Context: an optimization exercise on an open-source flow, tuned for small area, a short achievable clock period and few clock cycles per item. The choices shown serve that exercise and are no tape-out recipe. In this exercise RTL edits were held to simulation tests only and were not proved equivalent to the original.

Setup of the baseline:
==> flow/design.v <==
module shay_core (
    input  wire        clk,
    input  wire        rst,
    input  wire        cmd_valid,
    output wire        cmd_ready,
    input  wire [15:0] cmd,
    output wire        rsp_valid,
    input  wire        rsp_ready,
    output wire        rsp_ok,
    output wire [31:0] rsp_data,
    output wire [20:0] status
);
    localparam [1:0] S_IDLE = 2'd0,
                     S_RUN  = 2'd1,
                     S_FOLD = 2'd2,
                     S_LOAD = 2'd3;
    localparam [1:0] M_ACTIVE = 2'd0,
                     M_DONE   = 2'd1,
                     M_ERROR  = 2'd2;
    localparam [1:0] C_ILLEGAL  = 2'd1,
                     C_SEQUENCE = 2'd2,
                     C_TOOLARGE = 2'd3;
    localparam [31:0] IV0 = 32'h243F6A88, IV1 = 32'hB7E15162, IV2 = 32'h6A09E667,
                      IV3 = 32'hBB67AE85, IV4 = 32'h3C6EF372;
    reg [31:0] h0, h1, h2, h3, h4;    
    reg [31:0] a, b, c, d, e;         
    reg [31:0] w [0:15];              
    reg [7:0]  bb [0:63];             
    reg [60:0] lenb;                  
    reg [5:0]  nblk;                  
    reg [1:0]  seq;
    reg [6:0]  rc;                    
    reg        pend;                  
    reg        fin2;                  
    reg        hold;                  
    reg [1:0]  mode;
    reg [1:0]  cause;
    reg [15:0] tval;
    reg        rspv;
    reg        rspok;
    reg [3:0]  widx;
    reg [2:0]  nsel;
    reg        hrd;                   
    reg [31:0] rspd;
    wire [5:0] bp = lenb[5:0];        
    wire [2:0] gq = bp[5:3];          
    wire busy = rspv || hold || pend;
    assign cmd_ready = !busy && !rst;
    assign rsp_valid = rspv;
    assign rsp_ok    = rspok;
    assign status    = {tval, cause, mode, busy};
    wire [3:0] op   = cmd[15:12];
    wire [3:0] rz   = cmd[11:8];
    wire [7:0] imm8 = cmd[7:0];
    wire is_init   = (rz == 4'd0) && (op == 4'h1) && (imm8 == 8'd0);
    wire is_absorb = (rz == 4'd0) && (op == 4'h2);
    wire is_final  = (rz == 4'd0) && (op == 4'h3) && (imm8 == 8'd0);
    wire is_rdhex  = (rz == 4'd0) && (op == 4'h4) && (imm8 <= 8'd103);
    wire is_rdh    = (rz == 4'd0) && (op == 4'h5) && (imm8 <= 8'd12);
    wire is_legal  = is_init || is_absorb || is_final || is_rdhex || is_rdh;
    wire accept = cmd_valid && cmd_ready;
    wire in_error   = (mode == M_ERROR);
    wire flt_illeg  = !is_legal;
    wire flt_seq    = ((is_absorb || is_final) && (mode == M_DONE)) ||
                      (is_rdhex && (mode == M_ACTIVE));
    wire flt_large  = is_absorb && (&lenb);
    wire fault      = !in_error && (flt_illeg || flt_seq || flt_large);
    wire [1:0] fault_cause = flt_illeg ? C_ILLEGAL : (flt_seq ? C_SEQUENCE : C_TOOLARGE);
    wire do_cmd    = accept && !in_error && !fault;
    wire do_init   = do_cmd && is_init;
    wire do_absorb = do_cmd && is_absorb;
    wire do_final  = do_cmd && is_final;
    wire do_rdhex  = do_cmd && is_rdhex;
    wire do_rdh    = do_cmd && is_rdh;
    wire       rel_rdh = hold && !pend && (seq == S_IDLE);    
    wire [3:0] sidx    = rel_rdh ? widx : (is_rdhex ? {1'b0, imm8[6:3]} : imm8[3:0]);
    wire [2:0] snib    = rel_rdh ? nsel : imm8[2:0];
    wire       shex    = !rel_rdh && do_rdhex;
    wire       sword   = rel_rdh || do_rdh;
    reg [31:0] ivk;
    always @(*) begin
        case (sidx)
            4'd5:    ivk = 32'hB17217F7;
            4'd6:    ivk = 32'h193EA7AA;
            4'd7:    ivk = 32'h9C041F7E;
            4'd8:    ivk = 32'h9E3779B9;
            4'd9:    ivk = 32'hC5BF891B;
            4'd10:   ivk = 32'hE2DFC48D;
            4'd11:   ivk = 32'h544FA6D4;
            default: ivk = 32'h52C72113;
        endcase
    end
    reg [31:0] hword;
    always @(*) begin
        case (sidx)
            4'd0:    hword = h0;
            4'd1:    hword = h1;
            4'd2:    hword = h2;
            4'd3:    hword = h3;
            4'd4:    hword = h4;
            default: hword = ivk << nblk;
        endcase
    end
    wire [3:0] hex_nib  = hword[(7 - snib) * 4 +: 4];
    wire [7:0] hex_char = (hex_nib <= 4'd9) ? (8'h30 + {4'd0, hex_nib})
                                            : (8'h57 + {4'd0, hex_nib});
    wire [31:0] rsp_val = sword ? hword : (shex ? {24'd0, hex_char} : 32'd0);
    assign rsp_data = rspd;
    function [31:0] mix_5_7(input [31:0] n);
        mix_5_7 = {n[26:0], n[31:27]} | (n >> 7) | (n << 7);
    endfunction
    function [31:0] mix_30_2(input [31:0] n);
        mix_30_2 = {n[1:0], n[31:2]} | (n >> 2) | (n << 2);
    endfunction
    function [31:0] mix_1_3(input [31:0] n);
        mix_1_3 = {n[30:0], n[31]} | (n >> 3) | (n << 3);
    endfunction
    function [31:0] fsel(input p1, input p2, input [31:0] x, input [31:0] y, input [31:0] z);
        fsel = p1 ? ((x & y) | (~x & z)) :
               p2 ? (x ^ y ^ z) :
                    ((x & y) | (x & z) | (y & z));
    endfunction
    function [31:0] kconst(input [6:0] r, input lsb);
        kconst = ((r < 7'd40) ? 32'h5A827999 : (r < 7'd80) ? 32'h6ED9EBA1 : 32'h8F1BBCDC)
                 + {24'd0, r, lsb};
    endfunction
    reg ph1, ph2;
    always @(posedge clk) begin
        if (seq == S_RUN) begin
            ph1 <= (rc < 7'd39);
            ph2 <= (rc >= 7'd39) && (rc < 7'd79);
        end else begin
            ph1 <= 1'b1;
            ph2 <= 1'b0;
        end
    end
    reg  [31:0] p;
    reg  [31:0] k1;                   
    wire [31:0] ma  = mix_5_7(a);
    wire [31:0] mb  = mix_30_2(b);
    wire [31:0] mc  = mix_30_2(a);
    wire [31:0] t0;
    shay_add32 u_add_t0 (.x(ma), .y(p), .s(t0));
    wire [31:0] f1  = fsel(ph1, ph2, a, mb, c);
    wire [31:0] s1  = f1 ^ d ^ k1;
    wire [31:0] c1  = ((f1 & d) | (f1 & k1) | (d & k1)) << 1;
    wire [31:0] s2  = s1 ^ c1 ^ w[1];
    wire [31:0] c2  = ((s1 & c1) | (s1 & w[1]) | (c1 & w[1])) << 1;
    wire [31:0] m0  = mix_5_7(t0);
    wire [31:0] s3  = s2 ^ c2 ^ m0;
    wire [31:0] c3  = ((s2 & c2) | (s2 & m0) | (c2 & m0)) << 1;
    wire [31:0] t1;
    shay_add32 u_add_t1 (.x(s3), .y(c3), .s(t1));
    wire        run = (seq == S_RUN);
    wire        np1 = run ? (rc < 7'd39) : 1'b1;
    wire        np2 = run && (rc >= 7'd39) && (rc < 7'd79);
    wire [31:0] pf  = run ? fsel(np1, np2, t0, mc, mb) : fsel(1'b1, 1'b0, b, c, d);
    wire [31:0] pe  = run ? c : e;
    wire [31:0] pw  = run ? w[2] : {bb[0], bb[1], bb[2], bb[3]};
    wire [31:0] pk  = run ? kconst(rc + 7'd1, 1'b0) : 32'h5A827999;
    wire [31:0] ps1 = pe ^ pw ^ pk;
    wire [31:0] pc1 = ((pe & pw) | (pe & pk) | (pw & pk)) << 1;
    wire [31:0] ps2 = ps1 ^ pc1 ^ pf;
    wire [31:0] pc2 = ((ps1 & pc1) | (ps1 & pf) | (pc1 & pf)) << 1;
    wire [31:0] pn;
    shay_add32 u_add_p (.x(ps2), .y(pc2), .s(pn));
    always @(posedge clk) begin
        p  <= pn;
        k1 <= run ? kconst(rc + 7'd1, 1'b1) : 32'h5A82799A;
    end
    wire [31:0] fsum = h0 + a;
    wire [31:0] wn0 = mix_1_3(w[13] ^ w[8] ^ w[2] ^ w[0]);
    wire [31:0] wn1 = mix_1_3(w[14] ^ w[9] ^ w[3] ^ w[1]);
    integer i;
    genvar g;
    always @(posedge clk) begin
        if (run) begin
            for (i = 0; i < 14; i = i + 1)
                w[i] <= w[i + 2];
            w[14] <= wn0;
            w[15] <= wn1;
        end else begin
            for (i = 0; i < 16; i = i + 1)
                w[i] <= {bb[4*i], bb[4*i+1], bb[4*i+2], bb[4*i+3]};
        end
    end
    wire [63:0] len   = {lenb, 3'b000};
    wire        load  = (seq == S_LOAD);
    wire        lenb2 = load && fin2;           
    generate
        for (g = 0; g < 64; g = g + 1) begin : g_bb
            always @(posedge clk) begin
                if (do_absorb && (bp == g))
                    bb[g] <= imm8;
                else if (do_final && (g >= bp)) begin
                    if (g == bp)
                        bb[g] <= 8'h80;
                    else if ((g >= 56) && (gq != 3'd7))
                        bb[g] <= len[(63 - g) * 8 +: 8];
                    else
                        bb[g] <= 8'h00;
                end else if (lenb2) begin
                    if (g >= 56)
                        bb[g] <= len[(63 - g) * 8 +: 8];
                    else
                        bb[g] <= 8'h00;
                end
            end
        end
    endgenerate
    wire start_blk = (do_absorb && (bp == 6'd63)) || do_final;
    always @(posedge clk) begin
        if (rst) begin
            h0 <= IV0; h1 <= IV1; h2 <= IV2; h3 <= IV3; h4 <= IV4;
            a  <= IV0; b  <= IV1; c  <= IV2; d  <= IV3; e  <= IV4;
            lenb  <= 61'd0;
            nblk  <= 6'd0;
            seq   <= S_IDLE;
            rc    <= 7'd0;
            pend  <= 1'b0;
            fin2  <= 1'b0;
            hold  <= 1'b0;
            mode  <= M_ACTIVE;
            cause <= 2'd0;
            tval  <= 16'd0;
            rspv  <= 1'b0;
            rspok <= 1'b0;
            widx  <= 4'd0;
            nsel  <= 3'd0;
            hrd   <= 1'b0;
            rspd  <= 32'd0;
        end else begin
            if (rspv && rsp_ready)
                rspv <= 1'b0;
            case (seq)
                S_IDLE: begin
                    if (pend)
                        seq <= S_LOAD;
                end
                S_LOAD: begin
                    seq  <= S_RUN;
                    rc   <= 7'd0;
                    pend <= fin2;
                    fin2 <= 1'b0;
                end
                S_RUN: begin
                    a <= t1;
                    b <= t0;
                    c <= mc;
                    d <= mb;
                    e <= c;
                    if (rc == 7'd119) begin
                        seq <= S_FOLD;
                        rc  <= 7'd0;
                    end else
                        rc <= rc + 7'd1;
                end
                default: begin  
                    h0 <= h1; h1 <= h2; h2 <= h3; h3 <= h4; h4 <= fsum;
                    a  <= b;  b  <= c;  c  <= d;  d  <= e;  e  <= fsum;
                    rc <= rc + 7'd1;
                    if (rc[2]) begin
                        if (!nblk[5])
                            nblk <= nblk + 6'd1;
                        seq <= pend ? S_LOAD : S_IDLE;
                        if (hold && !pend && !hrd) begin
                            hold <= 1'b0;
                            rspv <= 1'b1;
                        end
                    end
                end
            endcase
            if (rel_rdh) begin
                hold <= 1'b0;
                rspv <= 1'b1;
                rspd <= rsp_val;
            end
            if (accept) begin
                rspd  <= rsp_val;
                rspv  <= 1'b1;
                rspok <= do_cmd;
                widx  <= is_rdhex ? {1'b0, imm8[6:3]} : imm8[3:0];
                nsel  <= imm8[2:0];
                if (fault) begin
                    mode  <= M_ERROR;
                    cause <= fault_cause;
                    tval  <= cmd;
                end
                if (do_init) begin
                    h0 <= IV0; h1 <= IV1; h2 <= IV2; h3 <= IV3; h4 <= IV4;
                    a  <= IV0; b  <= IV1; c  <= IV2; d  <= IV3; e  <= IV4;
                    lenb <= 61'd0;
                    nblk <= 6'd0;
                    mode <= M_ACTIVE;
                    seq  <= S_IDLE;
                end
                if (do_absorb)
                    lenb <= lenb + 61'd1;
                if (start_blk) begin
                    pend <= 1'b1;
                    if (seq == S_IDLE)
                        seq <= S_LOAD;
                end
                if (do_final) begin
                    mode <= M_DONE;
                    fin2 <= (gq == 3'd7);
                end
                if (do_final || (do_rdh && seq != S_IDLE)) begin
                    rspv <= 1'b0;
                    hold <= 1'b1;
                    hrd  <= do_rdh;
                end
            end
        end
    end
endmodule
module shay_add32 (
    input  wire [31:0] x,
    input  wire [31:0] y,
    output wire [31:0] s
);
    assign s = x + y;
endmodule
Settings: LEC_CHECK=0, CAP_MARGIN=20, CORE_MARGIN=2, CORE_UTILIZATION=30, SLEW_MARGIN=20, SYNTH_HIERARCHICAL=1, SYNTH_MINIMUM_KEEP_SIZE=0; clock period 15.0 ns.
standard.sh (not shown) runs the stock make flow with config.mk's settings and CLKGATE_MAP_FILE= SYNTH_SCRIPT=/design/flow/synth_recipe.tcl, a recipe that flattens the netlist after the stock synthesis.
==> flow/flow/run.sh <==
#!/bin/bash
# Standard ORFS layout (standard.sh) with a tighter setup repair target:
# repair_timing aims for 8.5 ns of setup slack at the design's 15 ns clock.
set -euo pipefail
bash standard.sh SETUP_SLACK_MARGIN=8.5 finish > flow_standard.log 2>&1
Testbench counts of the baseline, summed over its fixed seeds: cycles 42,822, bytes 13,260.
The inputs of the candidate differ from those of the baseline as listed below.
-- flow/design.v --
<<< the baseline, line 40
    reg        rspok;
    reg [3:0]  widx;
    reg [2:0]  nsel;
    reg        hrd;                   
    reg [31:0] rspd;
    wire [5:0] bp = lenb[5:0];        
    wire [2:0] gq = bp[5:3];          
>>> the candidate, line 40
    reg        rspok;
    reg [3:0]  widx;
    reg        hrd;                   
    reg [31:0] rspd;
    reg        rhex;                  
    reg [2:0]  rnib;                  
    wire [5:0] bp = lenb[5:0];        
    wire [2:0] gq = bp[5:3];          
<<< the baseline, line 74
    wire do_rdh    = do_cmd && is_rdh;
    wire       rel_rdh = hold && !pend && (seq == S_IDLE);    
    wire [3:0] sidx    = rel_rdh ? widx : (is_rdhex ? {1'b0, imm8[6:3]} : imm8[3:0]);
    wire [2:0] snib    = rel_rdh ? nsel : imm8[2:0];
    wire       shex    = !rel_rdh && do_rdhex;
    wire       sword   = rel_rdh || do_rdh;
    reg [31:0] ivk;
    always @(*) begin
>>> the candidate, line 75
    wire do_rdh    = do_cmd && is_rdh;
    wire       rel_rdh = hold && !pend && (seq == S_IDLE);    
    wire       op_hex  = !rel_rdh && (op == 4'h4);
    wire [3:0] sidx    = rel_rdh ? widx : (op_hex ? {1'b0, imm8[6:3]} : imm8[3:0]);
    wire       rsp_g   = rel_rdh || do_rdh || do_rdhex;
    reg [31:0] ivk;
    always @(*) begin
<<< the baseline, line 102
        endcase
    end
    wire [3:0] hex_nib  = hword[(7 - snib) * 4 +: 4];
    wire [7:0] hex_char = (hex_nib <= 4'd9) ? (8'h30 + {4'd0, hex_nib})
                                            : (8'h57 + {4'd0, hex_nib});
    wire [31:0] rsp_val = sword ? hword : (shex ? {24'd0, hex_char} : 32'd0);
    assign rsp_data = rspd;
    function [31:0] mix_5_7(input [31:0] n);
        mix_5_7 = {n[26:0], n[31:27]} | (n >> 7) | (n << 7);
>>> the candidate, line 102
        endcase
    end
    wire [31:0] rsp_val = hword & {32{rsp_g}};
    wire [3:0] hex_nib  = rspd[(7 - rnib) * 4 +: 4];
    wire [7:0] hex_char = (hex_nib <= 4'd9) ? (8'h30 + {4'd0, hex_nib})
                                            : (8'h57 + {4'd0, hex_nib});
    assign rsp_data = rhex ? {24'd0, hex_char} : rspd;
    function [31:0] mix_5_7(input [31:0] n);
        mix_5_7 = {n[26:0], n[31:27]} | (n >> 7) | (n << 7);
<<< the baseline, line 227
            rspok <= 1'b0;
            widx  <= 4'd0;
            nsel  <= 3'd0;
            hrd   <= 1'b0;
            rspd  <= 32'd0;
        end else begin
            if (rspv && rsp_ready)
>>> the candidate, line 227
            rspok <= 1'b0;
            widx  <= 4'd0;
            hrd   <= 1'b0;
            rspd  <= 32'd0;
            rhex  <= 1'b0;
            rnib  <= 3'd0;
        end else begin
            if (rspv && rsp_ready)
<<< the baseline, line 275
                rspv <= 1'b1;
                rspd <= rsp_val;
            end
            if (accept) begin
                rspd  <= rsp_val;
                rspv  <= 1'b1;
                rspok <= do_cmd;
                widx  <= is_rdhex ? {1'b0, imm8[6:3]} : imm8[3:0];
                nsel  <= imm8[2:0];
                if (fault) begin
                    mode  <= M_ERROR;
>>> the candidate, line 276
                rspv <= 1'b1;
                rspd <= rsp_val;
                rhex <= 1'b0;
            end
            if (accept) begin
                rspd  <= rsp_val;
                rhex  <= do_rdhex;
                rnib  <= imm8[2:0];
                rspv  <= 1'b1;
                rspok <= do_cmd;
                widx  <= imm8[3:0];
                if (fault) begin
                    mode  <= M_ERROR;
Notes after the runs:
When the candidate is set beside the baseline, its critical path depth turns out to be 18 smaller. Taking the baseline as the reference, in the candidate clock tree skew after final layout rose by 9.1 ps; via count went down. Layout buffering overhead excluding clock cells: the candidate < the baseline. The baseline and the candidate ended up with nearly the same number of sinks handled by clock tree synthesis. In terms of overall die width, the baseline and the candidate differ only marginally. Combined global-route utilization of all metal layers delta for the candidate relative to the baseline: 1.5 points lower.
Testbench counts of the candidate, summed over its fixed seeds: cycles 42,822, bytes 13,260.

==> what the ideal ports hide <==
No port has a modelled driver above. Below, the same layouts with a new extraction and two added sets of constraints. Step 1 sets driving cells, clkbuf_16 on the clock port and buf_2 on the other inputs (assumed; they add their load-dependent delay and slew). Step 2, shift: input delay + t, output delay - t, t = (earliest + latest rising clock arrival at the registers) / 2. This alone moves slack from input paths to output paths. Slacks: ideal ports / drivers / drivers and shift; pairs: ideal ports / drivers.
| run | t (ns) | slack for setup (ns) | hold slack, ns |
|---|---|---|---|
| the baseline | 0.902 | 8.106 / 8.148 / 7.246 | 0.440 / 0.440 / 0.440 |
| the candidate | 0.895 | 8.522 / 8.502 / 7.711 | 0.427 / 0.427 / 0.427 |
After both steps setup and hold are still met in every run listed. The setup slack of the baseline, which loses most, moves by +0.042 ns with the drivers and by -0.860 ns with both steps.
